Context: an optimization exercise on an open-source flow, tuned for small area, a short achievable clock period and few clock cycles per item. The choices shown serve that exercise and are no tape-out recipe.
Function was checked by simulation only, so behaviour that the tests miss may differ from the original.

==> inputs of run a <==
// bessel0_fp64
module bessel0_fp64 (
    input  wire        clk,
    input  wire        rst,
    input  wire        in_valid,
    output wire        in_ready,
    input  wire [63:0] x,
    output reg         out_valid,
    input  wire        out_ready,
    output reg  [63:0] y
);
    function [5:0] kshift;
        input signed [13:0] e0;
        reg signed [13:0] k;
        begin
            k = -14'sd1022 - e0;
            if (k <= 14'sd0)       kshift = 6'd0;
            else if (k >= 14'sd55) kshift = 6'd55;
            else                   kshift = k[5:0];
        end
    endfunction
    function [8:0] normdiv;
        input [5:0] i;
        reg [2:0] m;
        integer   j;
        begin
            m = 3'd0;
            for (j = 0; j < 6; j = j + 1)
                if (i[j]) m = j[2:0];
            normdiv = {m, i << (3'd5 - m)};
        end
    endfunction
    function ge8;
        input [7:0] r;
        input [7:0] d;
        reg     g;
        integer k;
        begin
            g = 1'b1;
            for (k = 0; k < 8; k = k + 1)
                g = (r[k] & ~d[k]) | ((r[k] | ~d[k]) & g);
            ge8 = g;
        end
    endfunction
    function [7:0] sub8;
        input [7:0] r;
        input [7:0] d;
        reg         b;
        integer     k;
        reg [7:0]   o;
        begin
            b = 1'b0;
            for (k = 0; k < 8; k = k + 1) begin
                o[k] = r[k] ^ (d[k] ^ b);
                b    = (~r[k] & d[k]) | ((~r[k] | d[k]) & b);
            end
            sub8 = o;
        end
    endfunction
    function [61:0] dstep;
        input [61:0] s;
  ...
export LEC_CHECK = 0
export ABC_AREA = 1
export ABC_CLOCK_PERIOD_IN_PS = 5000
export CAP_MARGIN = 20
export CORE_MARGIN = 2
export CORE_UTILIZATION = 45
export PLACE_DENSITY = 0.6
export SLEW_MARGIN = 50
export SYNTH_HIERARCHICAL = 1
export SYNTH_MINIMUM_KEEP_SIZE = 0
create_clock -name core_clock -period 30.0 [get_ports {clk}]
run.sh (not shown) runs the stock make flow with config.mk's settings and CLKGATE_MAP_FILE= SYNTH_SCRIPT=/design/flow/synth_recipe.tcl, a recipe that flattens the netlist after the stock synthesis.
==> run b: changes against run a <==
--- a/flow/design.v
+++ b/flow/design.v
@@ -266,14 +266,22 @@
     reg [51:0] mb2, ms2; reg signed [12:0] eb2; reg [5:0] sh2;
     reg [56:0] su3; reg signed [12:0] eb3;
     reg [51:0] tf16;  reg signed [11:0] te16;
     reg [26:0] bo16, bt16, bn16;    
     reg signed [13:0] ez15; reg [5:0] kz15;
     reg [3:0]  in_seq, out_seq;
-    assign in_ready = ~v15;
-    wire ins = in_valid & ~v15 & ~rst;
+    reg        ir_v;
+    reg [63:0] ir_x;
+    wire ins = ir_v & ~v15;
+    assign in_ready = ~ir_v | ~v15;
+    wire accept = in_valid & in_ready & ~rst;
+    always @(posedge clk) begin
+        if (in_ready) ir_x <= x;
+        if (rst) ir_v <= 1'b0;
+        else     ir_v <= accept | (ir_v & ~ins);
+    end
     wire [52:0]  s1_t = {1'b1, tf16};
     wire [52:0]  s1_h = {1'b1, hf16};
     wire [105:0] s1_mx, s1_my, s1_qx, s1_qy;
     wire [54:0] bm_bb = {1'd0, s1_t, 1'b0};
     wire bm_o0 = bo16[0];
     wire bm_t0 = bt16[0];
@@ -7218,14 +7226,14 @@
     wire signed [13:0] sz_te = sz_tr[53] ? sz_e2 : sz_tr[52] ? sz_e1 : ez15;
     wire sz_tz = (kz15 == 6'd55) | sz_tr[54];
     wire sz_dv = ~fz15 & (it15 <= 7'd63);
     wire [6:0]  sz_it = (it15 >= PASS_HOLD) ? PASS_HOLD : it15 + 7'd1;
     wire [8:0]  sz_nn = normdiv(sz_it[5:0]);
     wire [7:0]  sz_n3 = {2'b00, sz_nn[5:0]} + {1'b0, sz_nn[5:0], 1'b0};
-    wire [10:0] nx_e = x[62:52];
-    wire [51:0] nx_f = x[51:0];
+    wire [10:0] nx_e = ir_x[62:52];
+    wire [51:0] nx_f = ir_x[51:0];
     wire [80:0] nx_b = booth(nx_f);
     wire [80:0] sz_b = booth(sz_tr[51:0]);
     always @(posedge clk) begin
         if (ins) begin
             it16 <= PASS_FIRST; sn16 <= in_seq;
             dd16 <= 6'd32; d316 <= 8'd96;
CORE_UTILIZATION = 40   (was 45)
PLACE_DENSITY = 0.55   (was 0.6)
==> run c: changes against run a <==
--- a/flow/design.v
+++ b/flow/design.v
@@ -232,12 +232,13 @@
     reg v15; reg [6:0] it15; reg [3:0] sn15; reg fn15; reg fo15; reg fz15; reg [51:0] hf15; reg [10:0] hx15; reg [5:0] dd15; reg [7:0] d315;
     reg v16; reg [6:0] it16; reg [3:0] sn16; reg fn16; reg fo16; reg fz16; reg [51:0] hf16; reg [10:0] hx16; reg [5:0] dd16; reg [7:0] d316;
     reg [61:0] pxh1, pyh1, qxh1, qyh1;
     reg        pci1, pst1, qci1, qst1;
     reg signed [12:0] ep1, eq1;
     reg signed [13:0] d01;
+    reg [5:0] k1;
     reg [51:0] sf1; reg [9:0] se1;
     reg [51:0] sf4; reg [9:0] se4;
     reg [51:0] sf5; reg [9:0] se5;
     reg [51:0] sf6; reg [9:0] se6;
     reg [51:0] sf7; reg [9:0] se7;
     reg [51:0] sf8; reg [9:0] se8;
@@ -266,14 +267,22 @@
     reg [51:0] mb2, ms2; reg signed [12:0] eb2; reg [5:0] sh2;
     reg [56:0] su3; reg signed [12:0] eb3;
     reg [51:0] tf16;  reg signed [11:0] te16;
     reg [26:0] bo16, bt16, bn16;    
     reg signed [13:0] ez15; reg [5:0] kz15;
     reg [3:0]  in_seq, out_seq;
-    assign in_ready = ~v15;
-    wire ins = in_valid & ~v15 & ~rst;
+    reg        ir_v;
+    reg [63:0] ir_x;
+    wire ins = ir_v & ~v15;
+    assign in_ready = ~ir_v | ~v15;
+    wire accept = in_valid & in_ready & ~rst;
+    always @(posedge clk) begin
+        if (in_ready) ir_x <= x;
+        if (rst) ir_v <= 1'b0;
+        else     ir_v <= accept | (ir_v & ~ins);
+    end
     wire [52:0]  s1_t = {1'b1, tf16};
     wire [52:0]  s1_h = {1'b1, hf16};
     wire [105:0] s1_mx, s1_my, s1_qx, s1_qy;
     wire [54:0] bm_bb = {1'd0, s1_t, 1'b0};
     wire bm_o0 = bo16[0];
     wire bm_t0 = bt16[0];
@@ -6978,18 +6987,20 @@
     endfunction
     wire [5:0] s1_tzt = tz53(s1_t);
     wire [5:0] s1_tzh = tz53(s1_h);
     wire s1_ps = ({1'b0, s1_tzt} + {1'b0, s1_tzh}) < 7'd50;
     wire s1_qs = s1_tzt < 6'd25;
     wire s1_pc, s1_qc;
+    wire signed [12:0] s1_ep = {te16[11], te16} + $signed({2'b00, hx16}) - 13'sd1023;
     cpa44 u_lo_p (.x(s1_mx[43:0]), .y(s1_my[43:0]), .co(s1_pc));
     cpa44 u_lo_q (.x(s1_qx[43:0]), .y(s1_qy[43:0]), .co(s1_qc));
     always @(posedge clk) begin
         pxh1 <= s1_mx[105:44]; pyh1 <= s1_my[105:44]; pci1 <= s1_pc; pst1 <= s1_ps;
         qxh1 <= s1_qx[105:44]; qyh1 <= s1_qy[105:44]; qci1 <= s1_qc; qst1 <= s1_qs;
-        ep1  <= {te16[11], te16} + $signed({2'b00, hx16}) - 13'sd1023;
+        ep1  <= s1_ep;
+        k1   <= kshift({s1_ep[12], s1_ep});
         eq1  <= {te16[11], te16} + {te16[11], te16};
         d01  <= $signed({4'd0, se16}) - ({te16[11], te16[11], te16} + {te16[11], te16[11], te16});
         sf1  <= sf16; se1 <= se16;
     end
     always @(posedge clk) begin
         it1 <= it16; sn1 <= sn16; fn1 <= fn16; fo1 <= fo16; fz1 <= fz16; hf1 <= hf16; hx1 <= hx16; dd1 <= dd16; d31 <= d316;
@@ -6997,13 +7008,13 @@
     end
     wire [61:0] s2_pw, s2_qw;
     cpa62c u_hi_p (.x(pxh1), .y(pyh1), .ci(pci1), .s(s2_pw));
     cpa62c u_hi_q (.x(qxh1), .y(qyh1), .ci(qci1), .s(s2_qw));
     wire [55:0] s2_pp = s2_pw[61:6];
     wire [55:0] s2_qq = s2_qw[61:6];
-    wire [5:0]  s2_k  = kshift({ep1[12], ep1});
+    wire [5:0]  s2_k  = k1;
     wire [54:0] s2_pr, s2_qr;
     round56  u_rnd_p (.p(s2_pp), .stlo(pst1), .k0(s2_k), .r(s2_pr));
     round56n u_rnd_q (.p(s2_qq), .stlo(qst1), .r(s2_qr));
     wire signed [12:0] s2_p1 = ep1 + 13'sd1, s2_p2 = ep1 + 13'sd2;
     wire signed [12:0] s2_q1 = eq1 + 13'sd1, s2_q2 = eq1 + 13'sd2;
     wire signed [12:0] s2_pe = s2_pr[53] ? s2_p2 : s2_pr[52] ? s2_p1 : ep1;
@@ -7218,14 +7229,14 @@
     wire signed [13:0] sz_te = sz_tr[53] ? sz_e2 : sz_tr[52] ? sz_e1 : ez15;
     wire sz_tz = (kz15 == 6'd55) | sz_tr[54];
     wire sz_dv = ~fz15 & (it15 <= 7'd63);
     wire [6:0]  sz_it = (it15 >= PASS_HOLD) ? PASS_HOLD : it15 + 7'd1;
     wire [8:0]  sz_nn = normdiv(sz_it[5:0]);
     wire [7:0]  sz_n3 = {2'b00, sz_nn[5:0]} + {1'b0, sz_nn[5:0], 1'b0};
-    wire [10:0] nx_e = x[62:52];
-    wire [51:0] nx_f = x[51:0];
+    wire [10:0] nx_e = ir_x[62:52];
+    wire [51:0] nx_f = ir_x[51:0];
     wire [80:0] nx_b = booth(nx_f);
     wire [80:0] sz_b = booth(sz_tr[51:0]);
     always @(posedge clk) begin
         if (ins) begin
             it16 <= PASS_FIRST; sn16 <= in_seq;
             dd16 <= 6'd32; d316 <= 8'd96;
CORE_UTILIZATION = 40   (was 45)
PLACE_DENSITY = 0.55   (was 0.6)
==> qor summary <==
| metric | run b | run c | run a |
|---|---|---|---|
| Outcome | finished clean | finished clean | finished clean |
| Synthesized cell area | 229800 sq um | 229900 sq um | 228400 sq um |
| Synthesized area per cell | 9.011 sq um | 9.017 sq um | 8.983 sq um |
| Worst Reg-to-Reg Cells | 37 | 16 | 40 |
| M1 GR Usage | 38.91% | 38.35% | 43.63% |
| Highest attainable clock frequency | 0.1211 GHz | 0.1188 GHz | 0.1148 GHz |
| Worst slew pin tran | 0.8698 ns | 0.8833 ns | 0.8470 ns |
| Average wire per standard cell | 26.84 microns | 25.92 microns | 26.90 microns |
| Crit path largest cell delay | 0.63 ns | 0.63 ns | 0.66 ns |
| Worst relative slew slack | 42.01% | 41.11% | 43.53% |
| Cell at the slowest stage of the critical path | sky130_fd_sc_hd__clkdlybuf4s50_1 | sky130_fd_sc_hd__clkdlybuf4s50_1 | sky130_fd_sc_hd__clkbuf_8 |
| Total number of placement rows | 278 | 278 | 261 |
| Number of global-route vias before repair | 185.2k | 182.8k | 182.9k |
| Critical-path maximum fanout | 2 | 15 | 116 |
Testbench counts of run a, summed over its fixed seeds: cycles 8,112, items 128.
Testbench counts of run b, summed over its fixed seeds: cycles 8,120, items 128.
Testbench counts of run c, summed over its fixed seeds: cycles 8,120, items 128.

-- afterwards: timing with drivers on the ports --
No port has a modelled driver above. Below, the same layouts with a new extraction and two added sets of constraints.
Step 1 assumes that a clkbuf_16 drives the clock port and a buf_2 every other input.
Step 2, shift: input delay + t, output delay - t, t = (earliest + latest rising clock arrival at the registers) / 2. This alone moves slack from input paths to output paths.
Slacks: ideal / step 1 / step 2; pairs: ideal / step 1.
| run | shift t [ns] | setup slack, ns | worst setup path at the end | worst register clock-pin slew, ns | pins driven straight from the clock port |
|---|---|---|---|---|---|
| run a | 1.114 | 21.287 / 21.375 / 20.261 | input to register | 0.08 / 0.08 | 1 |
| run b | 1.143 | 21.744 / 21.608 / 21.375 | input to register | 0.07 / 0.07 | 1 |
| run c | 1.127 | 21.584 / 21.465 / 21.698 | input to register | 0.10 / 0.10 | 1 |
After both steps every run listed still meets setup and hold. For run a, which loses most, drivers alone change the setup slack by +0.088 ns; drivers and shift together by -1.026 ns.
